This design comes from an exercise in tuning for small area on the open sky130 flow, not from production work.
Where RTL was checked, it was by simulation tests only, not by an equivalence proof against the original.

==> run E: inputs <==
## frx_core
module frx_core (
    input  wire        clk,
    input  wire        rst,
    input  wire        ev_valid,
    input  wire [3:0]  ev_type,
    input  wire [15:0] ev_arg,
    output wire        ev_ready,
    output reg         resp_valid,
    output reg  [31:0] resp_data,      
    output wire        ready_out
);
clock: 25.0 ns
lec_check: 0
cap_margin: 20
core_margin: 2
core_utilization: 65
cts_buf_list: sky130_fd_sc_hd__clkbuf_8
cts_cluster_diameter: 40
cts_cluster_size: 16
place_density: 0.75
slew_margin: 20
standard.sh (not shown) runs the stock make flow with config.mk's settings and CLKGATE_MAP_FILE= SYNTH_SCRIPT=/design/flow/synth_recipe.tcl, a recipe that flattens the netlist after the stock synthesis.
==> flow/flow/run.sh <==
#!/bin/bash
# The standard layout (the standard.sh: ORFS synthesis through final),
# with clock tree synthesis told not to add dummy loads for balancing.
set -euo pipefail
export CTS_ARGS="-sink_clustering_enable -repair_clock_nets -sink_clustering_size 19 -sink_clustering_max_diameter 40 -buf_list sky130_fd_sc_hd__clkbuf_8 -dont_use_dummy_load"
bash standard.sh > standard_flow.log 2>&1
==> run B: changes against run E <==
--- a/flow/design.v
+++ b/flow/design.v
@@ -192,12 +192,11 @@
     wire runt       = rx_count < 4;
     wire cmd_short  = rx_count < 5;
     wire cmd_known  = (b2 == 8'h01) || (b2 == 8'h02) || (b2 == 8'h03) || (b2 == 8'hFF);
     wire bad_count  = ({b2, b3} == 16'd0) || ({b2, b3} > CAP);
     wire [6:0] f_n  = b3[6:0];                          
-    wire [6:0] c_j  = rx_count[7:1] - 7'd2;
-    wire data_short = (c_j < f_n);
+    wire data_short = ({1'b0, rx_count} < (9'd4 + {1'b0, f_n, 1'b0}));
     wire parse    = rx_armed;
     wire cmd_ok   = parse && !runt && h_c0 && !cmd_short && !bad_ch && cmd_known;
     wire data_ok  = parse && !runt && h_da && !bad_count && !data_short && !bad_ch;
     wire err_header = parse && !runt &&
                       ((!h_c0 && !h_da) || (h_c0 && !cmd_short && !bad_ch && !cmd_known));
@@ -227,12 +226,11 @@
             tf_inc = ev_arg[1] ? 2'd2 : 2'd1;
         if (e_deass)
             tf_inc = {1'b0, rx_armed && ev_arg[0]} +
                      {1'b0, runs_disable && ev_arg[1]};
     end
-    reg         [7:0]  hq;
-    wire signed [11:0] o     = {hq, lo[7:4]};
+    wire signed [11:0] o     = {ev_arg[7:0], lo[7:4]};
     wire        [6:0]  f_vol = c_ch ? volume[1] : volume[0];
     wire signed [19:0] prod  = o * $signed({1'b0, f_vol});
     wire        [18:0] cx    = 19'd204800 + prod[18:0] + (o[11] ? 19'd99 : 19'd0);
     wire        [6:0]  cr [0:12];
     wire        [11:0] code;
@@ -245,16 +243,15 @@
             assign code[11-gi] = (tt >= 8'd100);
             assign cr[gi+1]    = code[11-gi] ? td[6:0] : tt[6:0];
         end
     endgenerate
     wire conv_ev = e_byte && rx_count[0] && (rx_count >= 5) && h_da && !bad_ch;
+    wire [6:0] c_j    = rx_count[7:1] - 7'd2;
     wire [6:0] c_slot = f_fi + c_j;
     wire       c_need = f_fi[6] || !c_slot[6];
-    wire [5:0] c_phys = {c_slot[4:0], c_slot[5]};
-    wire [5:0] ph1    = ph + 6'd1;                  
-    wire [1:0] c_wp   = c_phys[5:4] - ph1[5:4];     
-    wire       conv_acc = !c_need || (c_phys[3:0] == ph1[3:0]);
+    wire [5:0] c_dist = {c_slot[4:0], c_slot[5]} - ph;
+    wire       conv_acc = !c_need || (c_dist[3:0] == 4'd0);
     wire cnt_ev  = (e_assert && ev_arg[0]) || e_rxerr || e_deass || e_drain || e_clr;
     wire copy_ev = e_deass && data_ok && !c_full;
     reg  armed;                       
     wire cnt_acc = copy_ev ? (armed && ph0) : first;
     wire st_cnt  = (widx >= 5'd3 && widx <= 5'd7) || (widx >= 5'd11 && widx <= 5'd13) ||
@@ -265,19 +262,12 @@
                e_sample ? samp_acc :
                conv_ev  ? conv_acc : 1'b1;
     assign ev_ready = !rclr && (!ev_valid || acc);
     wire go = ev_valid && ev_ready;
     wire [11:0] s_head;
-    reg         s_we;
-    reg  [1:0]  s_wp;
-    always @(posedge clk) begin
-        hq   <= ev_arg[7:0];
-        s_wp <= c_wp;
-        s_we <= go && conv_ev && c_need;
-    end
     frx_ring4 #(.W(12)) u_stage (
-        .clk(clk), .we(s_we), .wp(s_wp), .wd(code), .head(s_head));
+        .clk(clk), .we(go && conv_ev && c_need), .wp(c_dist[5:4]), .wd(code), .head(s_head));
     wire [5:0] h_slot = {ph[0], ph[5:1]};           
     wire copy = copy_ev && (armed || ph0) &&
                 ({1'b0, h_slot} >= f_fi) && ({2'b0, h_slot} < f_end);
     wire cnt_clear = rst || rclr || clring || (go && e_clr);
     wire [31:0] c_tf, c_ih, c_icl, c_cf, c_df, c_sw0, c_sw1, c_un0, c_un1;
@@ -300,11 +290,11 @@
     reg  [5:0]  ts_c;
     reg         ts_ch;
     wire        ts_ld  = g_dea && data_ok;
     wire        ts_sel = ts_ld ? c_ch : ts_ch;
     wire        ts_h   = ts_sel ? c_ts1[0] : c_ts0[0];
-    wire [6:0]  ts_t   = {6'd0, ts_h} + (ts_ld ? f_m : {1'b0, ts_c});
+    wire [6:0]  ts_t   = ts_ld ? ({6'd0, ts_h} + f_m) : ({6'd0, ts_h} + {1'b0, ts_c});
     wire        ts_n0  = ts_sel ? c_ts0[0] : ts_t[0];
     wire        ts_n1  = ts_sel ? ts_t[0] : c_ts1[0];
     always @(posedge clk) begin
         if (rst || last)
             ts_c <= 6'd0;
==> flow/run.sh (new file) <==
#!/bin/bash
# synth_recipe.tcl (not shown) runs the flow's synth.tcl, then flattens the netlist and writes it again
# the make line also repeats each setting of config.mk as NAME=value (left out here)
make -C /OpenROAD-flow-scripts/flow DESIGN_CONFIG=/design/flow/config.mk WORK_HOME=/design/flow/orfs CLKGATE_MAP_FILE= SYNTH_SCRIPT=/design/flow/synth_recipe.tcl finish
removed: flow/flow/run.sh
removed: flow/standard.sh
==> run R: changes against run E <==
--- a/flow/design.v
+++ b/flow/design.v
@@ -122,10 +122,75 @@
             if (do_fill)
                 fill_index <= fill_new;
         end
     end
 endmodule
+module frx_add #(
+    parameter N = 8
+) (
+    input  wire [N-1:0] a,
+    input  wire [N-1:0] b,
+    input  wire         ci,
+    output wire [N-1:0] s,
+    output wire         co
+);
+    wire [N:0] c;
+    assign c[0] = ci;
+    genvar i;
+    generate
+        for (i = 0; i < N; i = i + 1) begin : bit_
+            assign s[i]   = a[i] ^ b[i] ^ c[i];
+            assign c[i+1] = (a[i] & b[i]) | (c[i] & (a[i] ^ b[i]));
+        end
+    endgenerate
+    assign co = c[N];
+endmodule
+module frx_conv (
+    input  wire [11:0] o,
+    input  wire [6:0]  v,
+    output wire [11:0] code
+);
+    wire        neg = o[11];
+    wire [10:0] l   = o[10:0];
+    wire [17:0] a0 = {7'd0, v[0] ? l : 11'd0};
+    wire [11:0] s1; wire c1;
+    frx_add #(.N(12)) u1 (.a(a0[11:0]), .b({v[1] ? l : 11'd0, neg}), .ci(1'b0), .s(s1), .co(c1));
+    wire [17:0] a1 = {5'd0, c1, s1};
+    wire [11:0] s2; wire c2;
+    frx_add #(.N(12)) u2 (.a(a1[12:1]), .b({v[2] ? l : 11'd0, neg}), .ci(1'b0), .s(s2), .co(c2));
+    wire [17:0] a2 = {4'd0, c2, s2, a1[0]};
+    wire [10:0] s3; wire c3;
+    frx_add #(.N(11)) u3 (.a(a2[13:3]), .b(v[3] ? l : 11'd0), .ci(1'b0), .s(s3), .co(c3));
+    wire [17:0] a3 = {3'd0, c3, s3, a2[2:0]};
+    wire [10:0] s4; wire c4;
+    frx_add #(.N(11)) u4 (.a(a3[14:4]), .b(v[4] ? l : 11'd0), .ci(1'b0), .s(s4), .co(c4));
+    wire [17:0] a4 = {2'd0, c4, s4, a3[3:0]};
+    wire [10:0] s5; wire c5;
+    frx_add #(.N(11)) u5 (.a(a4[15:5]), .b(v[5] ? l : 11'd0), .ci(neg), .s(s5), .co(c5));
+    wire [17:0] a5 = {1'd0, c5, s5, a4[4:0]};
+    wire [10:0] s6; wire c6;
+    frx_add #(.N(11)) u6 (.a(a5[16:6]), .b(v[6] ? l : 11'd0), .ci(neg), .s(s6), .co(c6));
+    wire [17:0] a6 = {c6, s6, a5[5:0]};
+    wire [7:0] hi; wire hco;
+    frx_add #(.N(8)) uh (.a(8'd100), .b(neg ? {1'b1, ~v} : 8'd0), .ci(neg), .s(hi), .co(hco));
+    wire [7:0] xh; wire xco;
+    frx_add #(.N(8)) ux (.a({1'b0, a6[17:11]}), .b(hi), .ci(1'b0), .s(xh), .co(xco));
+    wire [18:0] x = {xh, a6[10:0]};
+    wire [6:0] r [0:12];
+    assign r[0] = x[18:12];
+    genvar i;
+    generate
+        for (i = 0; i < 12; i = i + 1) begin : dv
+            wire [7:0] t = {r[i], x[11-i]};
+            wire       q = t[7] | (t[6] & t[5] & (t[4] | t[3] | t[2]));
+            wire [4:0] d; wire dco;
+            frx_add #(.N(5)) us (.a(t[6:2]), .b(5'd7), .ci(1'b0), .s(d), .co(dco));
+            assign code[11-i] = q;
+            assign r[i+1]     = q ? {d, t[1:0]} : t[6:0];
+        end
+    endgenerate
+endmodule
 module frx_core (
     input  wire        clk,
     input  wire        rst,
     input  wire        ev_valid,
     input  wire [3:0]  ev_type,
@@ -227,34 +292,20 @@
             tf_inc = ev_arg[1] ? 2'd2 : 2'd1;
         if (e_deass)
             tf_inc = {1'b0, rx_armed && ev_arg[0]} +
                      {1'b0, runs_disable && ev_arg[1]};
     end
-    reg         [7:0]  hq;
-    wire signed [11:0] o     = {hq, lo[7:4]};
+    wire        [11:0] o     = {ev_arg[7:0], lo[7:4]};
     wire        [6:0]  f_vol = c_ch ? volume[1] : volume[0];
-    wire signed [19:0] prod  = o * $signed({1'b0, f_vol});
-    wire        [18:0] cx    = 19'd204800 + prod[18:0] + (o[11] ? 19'd99 : 19'd0);
-    wire        [6:0]  cr [0:12];
     wire        [11:0] code;
-    assign cr[0] = cx[18:12];
-    genvar gi;
-    generate
-        for (gi = 0; gi < 12; gi = gi + 1) begin : dv
-            wire [7:0] tt = {cr[gi], cx[11-gi]};
-            wire [7:0] td = tt - 8'd100;
-            assign code[11-gi] = (tt >= 8'd100);
-            assign cr[gi+1]    = code[11-gi] ? td[6:0] : tt[6:0];
-        end
-    endgenerate
+    frx_conv u_conv (.o(o), .v(f_vol), .code(code));
     wire conv_ev = e_byte && rx_count[0] && (rx_count >= 5) && h_da && !bad_ch;
     wire [6:0] c_slot = f_fi + c_j;
     wire       c_need = f_fi[6] || !c_slot[6];
     wire [5:0] c_phys = {c_slot[4:0], c_slot[5]};
-    wire [5:0] ph1    = ph + 6'd1;                  
-    wire [1:0] c_wp   = c_phys[5:4] - ph1[5:4];     
-    wire       conv_acc = !c_need || (c_phys[3:0] == ph1[3:0]);
+    wire [1:0] c_wp   = c_phys[5:4] - ph[5:4];      
+    wire       conv_acc = !c_need || (c_phys[3:0] == ph[3:0]);
     wire cnt_ev  = (e_assert && ev_arg[0]) || e_rxerr || e_deass || e_drain || e_clr;
     wire copy_ev = e_deass && data_ok && !c_full;
     reg  armed;                       
     wire cnt_acc = copy_ev ? (armed && ph0) : first;
     wire st_cnt  = (widx >= 5'd3 && widx <= 5'd7) || (widx >= 5'd11 && widx <= 5'd13) ||
@@ -265,19 +316,12 @@
                e_sample ? samp_acc :
                conv_ev  ? conv_acc : 1'b1;
     assign ev_ready = !rclr && (!ev_valid || acc);
     wire go = ev_valid && ev_ready;
     wire [11:0] s_head;
-    reg         s_we;
-    reg  [1:0]  s_wp;
-    always @(posedge clk) begin
-        hq   <= ev_arg[7:0];
-        s_wp <= c_wp;
-        s_we <= go && conv_ev && c_need;
-    end
     frx_ring4 #(.W(12)) u_stage (
-        .clk(clk), .we(s_we), .wp(s_wp), .wd(code), .head(s_head));
+        .clk(clk), .we(go && conv_ev && c_need), .wp(c_wp), .wd(code), .head(s_head));
     wire [5:0] h_slot = {ph[0], ph[5:1]};           
     wire copy = copy_ev && (armed || ph0) &&
                 ({1'b0, h_slot} >= f_fi) && ({2'b0, h_slot} < f_end);
     wire cnt_clear = rst || rclr || clring || (go && e_clr);
     wire [31:0] c_tf, c_ih, c_icl, c_cf, c_df, c_sw0, c_sw1, c_un0, c_un1;
==> qor summary <==
Hold worst-path end: run E u_stage.r[429]; run B ch[1].u_ch.u_b1.r[114]; run R u_stage.r[48]
Post-Synth Simple-Gate Area: run E 3.83%; run B 3.52%; run R 3.11%
Worst reg-to-reg path cell count: run E 76; run B 77; run R 81
Adder and majority cell fraction of the synthesized area: run E 3.00%; run B 3.16%; run R 2.87%
Final-layout clock buffer total: run E 345; run B 388; run R 344
Area of the multi-input gates: run E 13,900 sq um; run B 13,600 sq um; run R 12,100 sq um
Result of the run: run E no timing/DRC/antenna violations; run B no timing/DRC/antenna violations; run R no timing/DRC/antenna violations
Post-Synthesis Cells: run E 6,416; run B 6,361; run R 6,120
CTS buffer count: run E 345; run B 361; run R 344
Max stage delay cell, worst path: run E sky130_fd_sc_hd__mux2i_2; run B sky130_fd_sc_hd__clkdlybuf4s50_1; run R sky130_fd_sc_hd__fa_2
Total Routing Usage GR: run E 21.1%; run B 21.6%; run R 20.2%
Slew headroom: run E 30.6%; run B 21.0%; run R 24.7%
For run B and run R, only the layout was checked, not whether the RTL still works.

-- static timing again, ports no longer ideal --
In the flow no input, the clock included, has a driving cell. The finished layouts below were timed again as built, in two steps.
Step 1 sets driving cells, clkbuf_16 on the clock port and buf_2 on the other inputs (assumed; they add their load-dependent delay and slew).
Step 2 adds t to the input delays and takes it off the output delays; t is the mean of the earliest and latest rising clock arrival at the registers after step 1. Input paths then give back, and output paths get back, about the clock's delay inside the block.
a / b / c = ideal ports / drivers / drivers and shift; a / b = the first two.
run | shift t [ns] | setup WS [ns] | worst hold slack (ns) | worst register clock-pin slew, ns | cell pins on the clock port's net
run E | 1.039 | 4.281 / 4.281 / 4.281 | 0.256 / 0.256 / 0.256 | 0.12 / 0.12 | 1
run B | 1.054 | 1.717 / 1.767 / 0.714 | 0.276 / 0.276 / 0.276 | 0.10 / 0.10 | 1
run R | 1.053 | 1.057 / 1.123 / 0.070 | 0.245 / 0.245 / 0.245 | 0.12 / 0.12 | 1
After both steps setup and hold are still met in every run listed. For run B, which loses most, drivers alone change the setup slack by +0.050 ns; drivers and shift together by -1.003 ns.
